This design comes from an exercise in tuning for small area, a short achievable clock period and few clock cycles per item on the open sky130 flow, not from production work. In this exercise RTL edits were held to simulation tests only and were not proved equivalent to the original. Power figures rest on the tool's default switching activity, not on a simulated workload.

<file path="config.mk">
export PLATFORM = sky130hd
export DESIGN_NAME = hdcorr_engine
export DESIGN_NICKNAME = hdcorr_engine
export VERILOG_FILES = /design/flow/design.v
export SDC_FILE = /design/flow/constraint.sdc
export NUM_CORES = 4
export LEC_CHECK = 0
export CAP_MARGIN = 20
export CORE_MARGIN = 2
export CORE_UTILIZATION = 40
export SLEW_MARGIN = 50
</file>
<file path="constraint.sdc">
create_clock -name core_clock -period 14.0 [get_ports {clk}]
set_input_delay 2.8000 -clock core_clock [delete_from_list [all_inputs] [get_ports {clk}]]
set_output_delay 2.8000 -clock core_clock [all_outputs]
set_load 0.01 [all_outputs]
</file>
<file path="design.v">
module hdcorr_engine (
    input  wire        clk,
    input  wire        rst,
    input  wire        in_valid,
    output wire        in_ready,
    input  wire [31:0] in_data,
    output wire        rsp_valid,
    input  wire        rsp_ready,
    output wire [3:0]  rsp_status,
    output wire [31:0] rsp_val_i,
    output wire [31:0] rsp_val_q
);
    localparam integer NMAX = 255;
    localparam [7:0] OP_PSEQ     = 8'h01;
    localparam [7:0] OP_PGEN     = 8'h02;
    localparam [7:0] OP_BIND     = 8'h03;
    localparam [7:0] OP_RESET    = 8'h04;
    localparam [7:0] OP_PUSH     = 8'h05;
    localparam [7:0] OP_DESTROY  = 8'h06;
    localparam [7:0] OP_INFO     = 8'h07;
    localparam [7:0] OP_RDLAST   = 8'h08;
    localparam [7:0] OP_PDESTROY = 8'h09;
    localparam [3:0] ST_OK       = 4'd0;
    localparam [3:0] E_OPCODE    = 4'd1;
    localparam [3:0] E_STATE     = 4'd2;
    localparam [3:0] E_SEL       = 4'd3;
    localparam [3:0] E_LEN0      = 4'd4;
    localparam [3:0] E_LENMAX    = 4'd5;
    localparam [1:0] LC_EMPTY = 2'd0;
    localparam [1:0] LC_READY = 2'd1;
    localparam [1:0] LC_BOUND = 2'd2;
    localparam [1:0] CLASS_CC = 2'd2;
    localparam [2:0] S_CMD  = 3'd0;    
    localparam [2:0] S_OPND = 3'd1;    
    localparam [2:0] S_GEN  = 3'd2;    
    localparam [2:0] S_CALC = 3'd3;    
    localparam [2:0] S_RSP  = 3'd4;    
    reg [2:0]   state;
    reg [1:0]   lc;
    reg [7:0]   pn;
    reg         path;
    reg [4:0]   errlog;
    reg         last_v;
    reg [9:0]   last_i;
    reg [9:0]   last_q;
    reg [NMAX-1:0] ref_i;
    reg [NMAX-1:0] ref_q;
    reg [NMAX-1:0] rx_i;
    reg [NMAX-1:0] rx_q;
    reg         is_pseq;       
    reg [3:0]   pend_err;      
    reg [23:0]  opcnt;         
    reg [7:0]   new_pn;        
    reg [3:0]   sg_m;
    reg [7:0]   sg_v;
    reg [7:0]   gencnt;
    reg [3:0]   r_status;
    reg [31:0]  r_val_i;
    reg [31:0]  r_val_q;
    assign in_ready   = (state == S_CMD) || (state == S_OPND);
    assign rsp_valid  = (state == S_RSP);
    assign rsp_status = r_status;
    assign rsp_val_i  = r_val_i;
    assign rsp_val_q  = r_val_q;
    function hd;
        input [15:0] x;
        begin
            hd = (x[15] == 1'b0) && (x != 16'd0);
        end
    endfunction
    function [7:0] sg_g;
        input [3:0] m;
        begin
            case (m)
                4'd2:    sg_g = 8'h03;
                4'd3:    sg_g = 8'h05;
                4'd4:    sg_g = 8'h09;
                4'd5:    sg_g = 8'h12;
                4'd6:    sg_g = 8'h21;
                4'd7:    sg_g = 8'h44;
                default: sg_g = 8'h8E;
            endcase
        end
    endfunction
    wire [7:0]  cmd_opc = in_data[31:24];
    wire [23:0] cmd_arg = in_data[23:0];
    reg [NMAX-1:0] mask;
    integer j;
    always @(*) begin
        for (j = 0; j < NMAX; j = j + 1)
            mask[j] = (j < pn);
    end
    wire [NMAX-1:0] x_a = (ref_i ^ rx_i) & mask;    
    wire [NMAX-1:0] x_b = (ref_i ^ rx_q) & mask;    
    wire [NMAX-1:0] x_c = (ref_q ^ rx_i) & mask;    
    wire [NMAX-1:0] x_d = (ref_q ^ rx_q) & mask;    
    reg [7:0] pc_a, pc_b, pc_c, pc_d;
    integer k;
    always @(*) begin
        pc_a = 8'd0;
        pc_b = 8'd0;
        pc_c = 8'd0;
        pc_d = 8'd0;
        for (k = 0; k < NMAX; k = k + 1) begin
            pc_a = pc_a + {7'd0, x_a[k]};
            pc_b = pc_b + {7'd0, x_b[k]};
            pc_c = pc_c + {7'd0, x_c[k]};
            pc_d = pc_d + {7'd0, x_d[k]};
        end
    end
    wire signed [9:0] corr_a = $signed({2'b00, pn}) - $signed({1'b0, pc_a, 1'b0});
    wire signed [9:0] corr_b = $signed({2'b00, pn}) - $signed({1'b0, pc_b, 1'b0});
    wire signed [9:0] corr_c = $signed({2'b00, pn}) - $signed({1'b0, pc_c, 1'b0});
    wire signed [9:0] corr_d = $signed({2'b00, pn}) - $signed({1'b0, pc_d, 1'b0});
    wire signed [9:0] num_i = corr_a - corr_d;
    wire signed [9:0] num_q = corr_b + corr_c;
    wire       in_fire  = in_valid && in_ready;
    wire       sg_fb    = ^(sg_v & sg_g(sg_m));
    wire [7:0] sg_lmask = (8'd1 << sg_m) - 8'd1;
    wire [15:0] op_i    = in_data[15:0];
    wire [15:0] op_q    = in_data[31:16];
    task respond;
        input [3:0]  st;
        input [31:0] vi;
        input [31:0] vq;
        begin
            r_status <= st;
            r_val_i  <= (st == ST_OK) ? vi : 32'd0;
            r_val_q  <= (st == ST_OK) ? vq : 32'd0;
            case (st)
                E_OPCODE: errlog[0] <= 1'b1;
                E_STATE:  errlog[1] <= 1'b1;
                E_SEL:    errlog[2] <= 1'b1;
                E_LEN0:   errlog[3] <= 1'b1;
                E_LENMAX: errlog[4] <= 1'b1;
                default:  ;
            endcase
            state <= S_RSP;
        end
    endtask
    always @(posedge clk) begin
        if (rst) begin
            state    <= S_CMD;
            lc       <= LC_EMPTY;
            pn       <= 8'd0;
            path     <= 1'b0;
            errlog   <= 5'd0;
            last_v   <= 1'b0;
            r_status <= ST_OK;
            r_val_i  <= 32'd0;
            r_val_q  <= 32'd0;
        end else begin
            case (state)
            S_CMD: if (in_fire) begin
                case (cmd_opc)
                OP_PSEQ: begin
                    is_pseq <= 1'b1;
                    new_pn  <= cmd_arg[7:0];
                    opcnt   <= cmd_arg;
                    if (lc != LC_EMPTY)
                        pend_err <= E_STATE;
                    else if (cmd_arg == 24'd0)
                        pend_err <= E_LEN0;
                    else if (cmd_arg > 24'd255)
                        pend_err <= E_LENMAX;
                    else
                        pend_err <= ST_OK;
                    if (cmd_arg == 24'd0)
                        respond((lc != LC_EMPTY) ? E_STATE : E_LEN0, 32'd0, 32'd0);
                    else
                        state <= S_OPND;
                end
                OP_PGEN: begin
                    if (cmd_arg[23:4] != 20'd0)
                        respond(E_OPCODE, 32'd0, 32'd0);
                    else if (lc != LC_EMPTY)
                        respond(E_STATE, 32'd0, 32'd0);
                    else if (cmd_arg[3:0] > 4'd10)
                        respond(E_SEL, 32'd0, 32'd0);
                    else if (cmd_arg[3:0] > 4'd6)
                        respond(E_LENMAX, 32'd0, 32'd0);
                    else begin
                        sg_m   <= cmd_arg[3:0] + 4'd2;
                        sg_v   <= 8'd1 << (cmd_arg[3:0] + 4'd1);
                        gencnt <= (8'd1 << (cmd_arg[3:0] + 4'd2)) - 8'd1;
                        new_pn <= (8'd1 << (cmd_arg[3:0] + 4'd2)) - 8'd1;
                        state  <= S_GEN;
                    end
                end
                OP_BIND: begin
                    if (cmd_arg != 24'd0)
                        respond(E_OPCODE, 32'd0, 32'd0);
                    else if (lc != LC_READY)
                        respond(E_STATE, 32'd0, 32'd0);
                    else begin
                        rx_i   <= {NMAX{1'b0}};
                        rx_q   <= {NMAX{1'b0}};
                        last_v <= 1'b0;
                        lc     <= LC_BOUND;
                        respond(ST_OK, 32'd0, 32'd0);
                    end
                end
                OP_RESET: begin
                    if (cmd_arg != 24'd0)
                        respond(E_OPCODE, 32'd0, 32'd0);
                    else if (lc != LC_BOUND)
                        respond(E_STATE, 32'd0, 32'd0);
                    else begin
                        rx_i   <= {NMAX{1'b0}};
                        rx_q   <= {NMAX{1'b0}};
                        last_v <= 1'b0;
                        respond(ST_OK, 32'd0, 32'd0);
                    end
                end
                OP_PUSH: begin
                    if (cmd_arg != 24'd0)
                        respond(E_OPCODE, 32'd0, 32'd0);
                    else begin
                        is_pseq  <= 1'b0;
                        opcnt    <= 24'd1;
                        pend_err <= (lc != LC_BOUND) ? E_STATE : ST_OK;
                        state    <= S_OPND;
                    end
                end
                OP_DESTROY: begin
                    if (cmd_arg != 24'd0)
                        respond(E_OPCODE, 32'd0, 32'd0);
                    else if (lc != LC_BOUND)
                        respond(E_STATE, 32'd0, 32'd0);
                    else begin
                        last_v <= 1'b0;
                        if (path) begin
                            pn   <= 8'd0;
                            path <= 1'b0;
                            lc   <= LC_EMPTY;
                        end else begin
                            lc   <= LC_READY;
                        end
                        respond(ST_OK, 32'd0, 32'd0);
                    end
                end
                OP_INFO: begin
                    if (cmd_arg != 24'd0)
                        respond(E_OPCODE, 32'd0, 32'd0);
                    else
                        respond(ST_OK, {24'd0, pn},
                                {19'd0, errlog, 2'b00, last_v, path, CLASS_CC, lc});
                end
                OP_RDLAST: begin
                    if (cmd_arg != 24'd0)
                        respond(E_OPCODE, 32'd0, 32'd0);
                    else if (lc != LC_BOUND || !last_v)
                        respond(E_STATE, 32'd0, 32'd0);
                    else
                        respond(ST_OK, {{22{last_i[9]}}, last_i},
                                {{22{last_q[9]}}, last_q});
                end
                OP_PDESTROY: begin
                    if (cmd_arg != 24'd0)
                        respond(E_OPCODE, 32'd0, 32'd0);
                    else if (lc != LC_READY)
                        respond(E_STATE, 32'd0, 32'd0);
                    else begin
                        pn   <= 8'd0;
                        path <= 1'b0;
                        lc   <= LC_EMPTY;
                        respond(ST_OK, 32'd0, 32'd0);
                    end
                end
                default:
                    respond(E_OPCODE, 32'd0, 32'd0);
                endcase
            end
            S_OPND: if (in_fire) begin
                opcnt <= opcnt - 24'd1;
                if (is_pseq) begin
                    if (pend_err == ST_OK) begin
                        ref_i <= {ref_i[NMAX-2:0], hd(op_i)};
                        ref_q <= {ref_q[NMAX-2:0], hd(op_q)};
                    end
                    if (opcnt == 24'd1) begin
                        if (pend_err == ST_OK) begin
                            pn   <= new_pn;
                            path <= 1'b0;
                            lc   <= LC_READY;
                        end
                        respond(pend_err, 32'd0, 32'd0);
                    end
                end else begin
                    if (pend_err == ST_OK) begin
                        rx_i  <= {rx_i[NMAX-2:0], hd(op_i)};
                        rx_q  <= {rx_q[NMAX-2:0], hd(op_q)};
                        state <= S_CALC;
                    end else begin
                        respond(pend_err, 32'd0, 32'd0);
                    end
                end
            end
            S_GEN: begin
                sg_v   <= ((sg_v << 1) | {7'd0, sg_fb}) & sg_lmask;
                ref_i  <= {ref_i[NMAX-2:0], sg_fb};
                ref_q  <= {ref_q[NMAX-2:0], sg_fb};
                gencnt <= gencnt - 8'd1;
                if (gencnt == 8'd1) begin
                    pn   <= new_pn;
                    path <= 1'b1;
                    lc   <= LC_READY;
                    respond(ST_OK, 32'd0, 32'd0);
                end
            end
            S_CALC: begin
                last_i <= num_i;
                last_q <= num_q;
                last_v <= 1'b1;
                respond(ST_OK, {{22{num_i[9]}}, num_i}, {{22{num_q[9]}}, num_q});
            end
            S_RSP: if (rsp_ready) begin
                state <= S_CMD;
            end
            default: state <= S_CMD;
            endcase
        end
    end
endmodule
</file>
<file path="run.sh">
#!/bin/bash
# synth_recipe.tcl (not shown) runs the flow's synth.tcl, then flattens the netlist and writes it again
# the make line also repeats each setting of config.mk as NAME=value (left out here)
make -C /OpenROAD-flow-scripts/flow DESIGN_CONFIG=/design/flow/config.mk WORK_HOME=/design/flow/orfs CLKGATE_MAP_FILE= SYNTH_SCRIPT=/design/flow/synth_recipe.tcl finish
</file>
==> results.txt <==
-- cells in the final DEF, fill, tap and decap left out, drive strengths merged, types with 9 or more instances in the layout --
cell | Yosys | routed
a31oi | 21 | 21
nand2 | 756 | 756
nand2b | 40 | 40
clkinv | 3 | 54
diode | 0 | 11
and3 | 511 | 511
xnor2 | 405 | 405
and2 | 42 | 42
ha | 192 | 192
nor2 | 507 | 507
a22oi | 14 | 14
clkbuf | 199 | 168
o21ai | 191 | 191
bufinv | 0 | 10
clkdlybuf4s50 | 0 | 102
edfxtp | 1094 | 1094
nor2b | 11 | 11
a21oi | 182 | 182
dfxtp | 47 | 47
inv | 1037 | 1049
xor2 | 700 | 700
nor3 | 47 | 47
or4 | 14 | 14
fa | 977 | 977
buf | 68 | 136
nor4 | 17 | 17
or2 | 9 | 9
or3 | 10 | 10
a21o | 24 | 24
nand3 | 57 | 57
-- how the worst max path moves through the flow --
stage / end / slack, ps / depth (start not counted)
final: r_val_i[30] / 910 / 39
after global routing: r_val_q[10] / 690 / 37
after CTS: r_val_q[30] / 1100 / 38
after detailed placement: r_val_i[30] / 1070 / 40
after global placement: r_val_i[30] / 520 / 35
after floorplan: rx_i[0] / -3540 / 6
-- through the flow --
step / util [%] / cells
2_1_floorplan: - / 7287
3_3_place_gp: 42.33 / 9957
3_5_place_dp: 42.49 / 9966
4_1_cts: 44.60 / 10210
5_1_grt: 44.66 / 10210
6_report: 44.67 / 10220
-- power by group through the flow --
| stage | Clock (W) | Sequential, W | Combinational, W |
|---|---|---|---|
| 2_1_floorplan | 0 | 0.00384 | 0.000130 |
| 3_3_place_gp | 0 | 0.00384 | 0.000215 |
| 3_5_place_dp | 0 | 0.00384 | 0.000220 |
| 4_1_cts | 0.00362 | 0.00377 | 0.000221 |
| 5_1_grt | 0.00375 | 0.00377 | 0.000238 |
| 6_report | 0.00357 | 0.00377 | 0.000223 |
-- logic make-up after synthesis --
family	Yosys count	synth area share [%]
buf+inv	1307	6.101
mux	4	0.04816
simple gates	2045	11.54
other cells	1	0.004511
flops	1141	40.65
xor+xnor	1105	11.64
fa+ha+maj	1169	26.42
compound gates	515	3.600
-- metal layers --
metal	part of all wire [%]	vias up	global-route usage, %
met2	43	3131	43.73
met5	0.018	-	0
met3	11	587	8.120
li1	-	23670	-
met1	41	29140	42.12
met4	5.3	8	13.74
-- flip-flops by register name, summed over array words and instances (netlist names), 9 cells and up --
register / cells
last_i: 9
last_q: 9
opcnt: 24
r_val_i: 10
r_val_q: 14
ref_i: 255
ref_q: 255
rx_i: 255
rx_q: 255
-- critical path: cells and delay by family (launching register included) --
family / cells / cell delay [ps]
AO/OA/AOI/OAI: 6 / 720
flip-flops: 1 / 620
buffers and inverters: 5 / 740
XOR/XNOR: 3 / 510
AND/OR/NAND/NOR: 9 / 2690
adder cells (fa/ha/maj): 16 / 7680
-- layout make-up --
class	instances	area, µm²
Sequential cell	1141	33800
Clock inverter	78	780.7
Antenna cell	11	27.53
Inverter	1040	3904
Tap cell	2704	3383
Timing Repair Buffer	244	2411
Multi-Input combinational cell	4839	44520
Clock buffer	163	3578
Fill cell	19190	114500
==> results.txt <==
gr ovfl total=0; Fin Clk Skew=45.65 ps; Net Sw Power=roughly 0.0017 W; Worst-Margin Slew=782.3 ps; Synth Flop Type=edfxtp_1; dominant cell type by area after synthesis=edfxtp_1; worst hold path endpoint=r_val_q[0]; number of flops mapped to enable cells by yosys=roughly 1100; Synth area leaders=edfxtp_1 (40%), fa_1 (24%), xor2_1 (7.4%); Clk pwr share=roughly 47%; Post-synth top cells=edfxtp_1 (1094), inv_1 (1037), fa_1 (977); clock latency on the worst-skew pair=between 800 and 900 ps; Register-to-Register Path Depth=39; Pins Over Slew Limit=0; vias per cell=roughly 5.5; Comb power frac=between 2 and 3%; number of CTS-inserted buffers=~140; DRC Markers=0; Pint=0.005833 W; Pre-antenna DRT Iters=6; Starting Density=between 40 and 50%; CTS tree=done; yosys warns=1; CP dominant cell by count=fa_1; CP Capture Type=flop; count leader, synth=edfxtp_1; Gates resized, CTS repair=0; Overall Power=around 0.0076 W; Die Ht=about 460 µm; Cells after Synth=7287; RR Endpoint=r_val_i[30]; Hold Startpoint=r_val_q[0]; layout cells sized above 1=5.530%; Net Sw Frac=between 20% and 30%; Pleak=roughly 36 nW; Place WS=around 1100 ps; DR iter-0 viols=between 7000 and 8000; slew margin rel.=47.66%; Setup crit start=pn[3]; Tcrit/Tclk final=between 90% and 100%; Worst Setup Start Kind=flop; power density over cell area=81.76 nW/µm²; worst vdd ir=between 0.1 and 0.15 mV; share of synthesized flip-flops with an asynchronous set or reset=0%; critical path peak fanout=18; setup_tns=0 ps; Final Critical Period=13090 ps; slowest cell on the critical path=nand2_1; worst reg-to-reg setup slack=just over 900 ps; RSZ-0062 raised after global routing=no; Post-Syn Area per Cell=approximately 11 µm²; Vias=roughly 57000; Mapped Area=83130 µm²; Root Buffer=clkbuf_16; type of the worst min-delay path=flop to flop; syn nets=around 8500; fmax=about 76 MHz; CP arrival=roughly 14000 ps; clk slew on worst S/H paths=~60 ps; Cell variety after synth=about 70; Final setup viols=0; Placed Area=about 88000 µm²; part of the power in registers=between 40% and 50%; drt wl/cell=between 30 and 40 µm; IO buf count=~100; Ports=approximately 110; sequential area share after synthesis=40.65%; area added between synthesis and finish=11.15%; post-route setup slack=906.6 ps; die width=between 400 and 500 µm; H-tree depth=4; CTS Sinks=between 1000 and 1500; DRT antenna net count=0; final hold slack=approximately 460 ps; core area=approximately 210000 µm²; status=finished clean; hold path cells=2; critical path type=flop to flop; CTS Hold Bufs=0; final hold violation count=0; Max Cap Viol=0; initial antenna violation count=12; post-DP HPWL=between 200000 and 300000 µm; DRT Wirelength=between 300000 and 400000 µm; cell row count=167; post-route cell area=a little over 90000 µm²; CP max stage delay=630 ps; Post-CTS Setup Inserts=0; Die Area=between 200000 and 250000 µm²; GRT Util Overall=a little under a third; Yosys top cell area share=between 30% and 40%; worst endpoint required time=14730 ps; Max Root-Sink Buffers=3; synthesis-stage register bit count=about 1100; Reg-to-Reg Start=pn[3]; final net count=roughly 8600; first-pass GRT wire length=442600 µm; largest net degree at the start of global routing=~130; number of global-route vias before repair=around 57000; RePlAce Congestion=about 1.1
Testbench counts, summed over its fixed seeds: cycles 42,858, items 9,600.

-- afterwards: timing with drivers on the ports --
In the flow no input, the clock included, has a driving cell. The finished layout below was timed again as built, in two steps. Step 1: set_driving_cell puts a clkbuf_16 on clk and a buf_2 on each other input, an assumption about the parent block. Step 2, shift: input delay + t, output delay - t, t = (earliest + latest rising clock arrival at the registers) / 2. This alone moves slack from input paths to output paths. a / b / c = ideal ports / drivers / drivers and shift; a / b = the first two.
shift t [ns]: 0.926
setup slack, ns: 0.907 / 0.907 / 0.907
worst hold slack (ns): 0.458 / 0.458 / 0.458
worst setup path at the end: register to register
After both steps this run still meets setup and hold. The setup slack of this run moves by 0.000 ns with the drivers and by 0.000 ns with both steps.
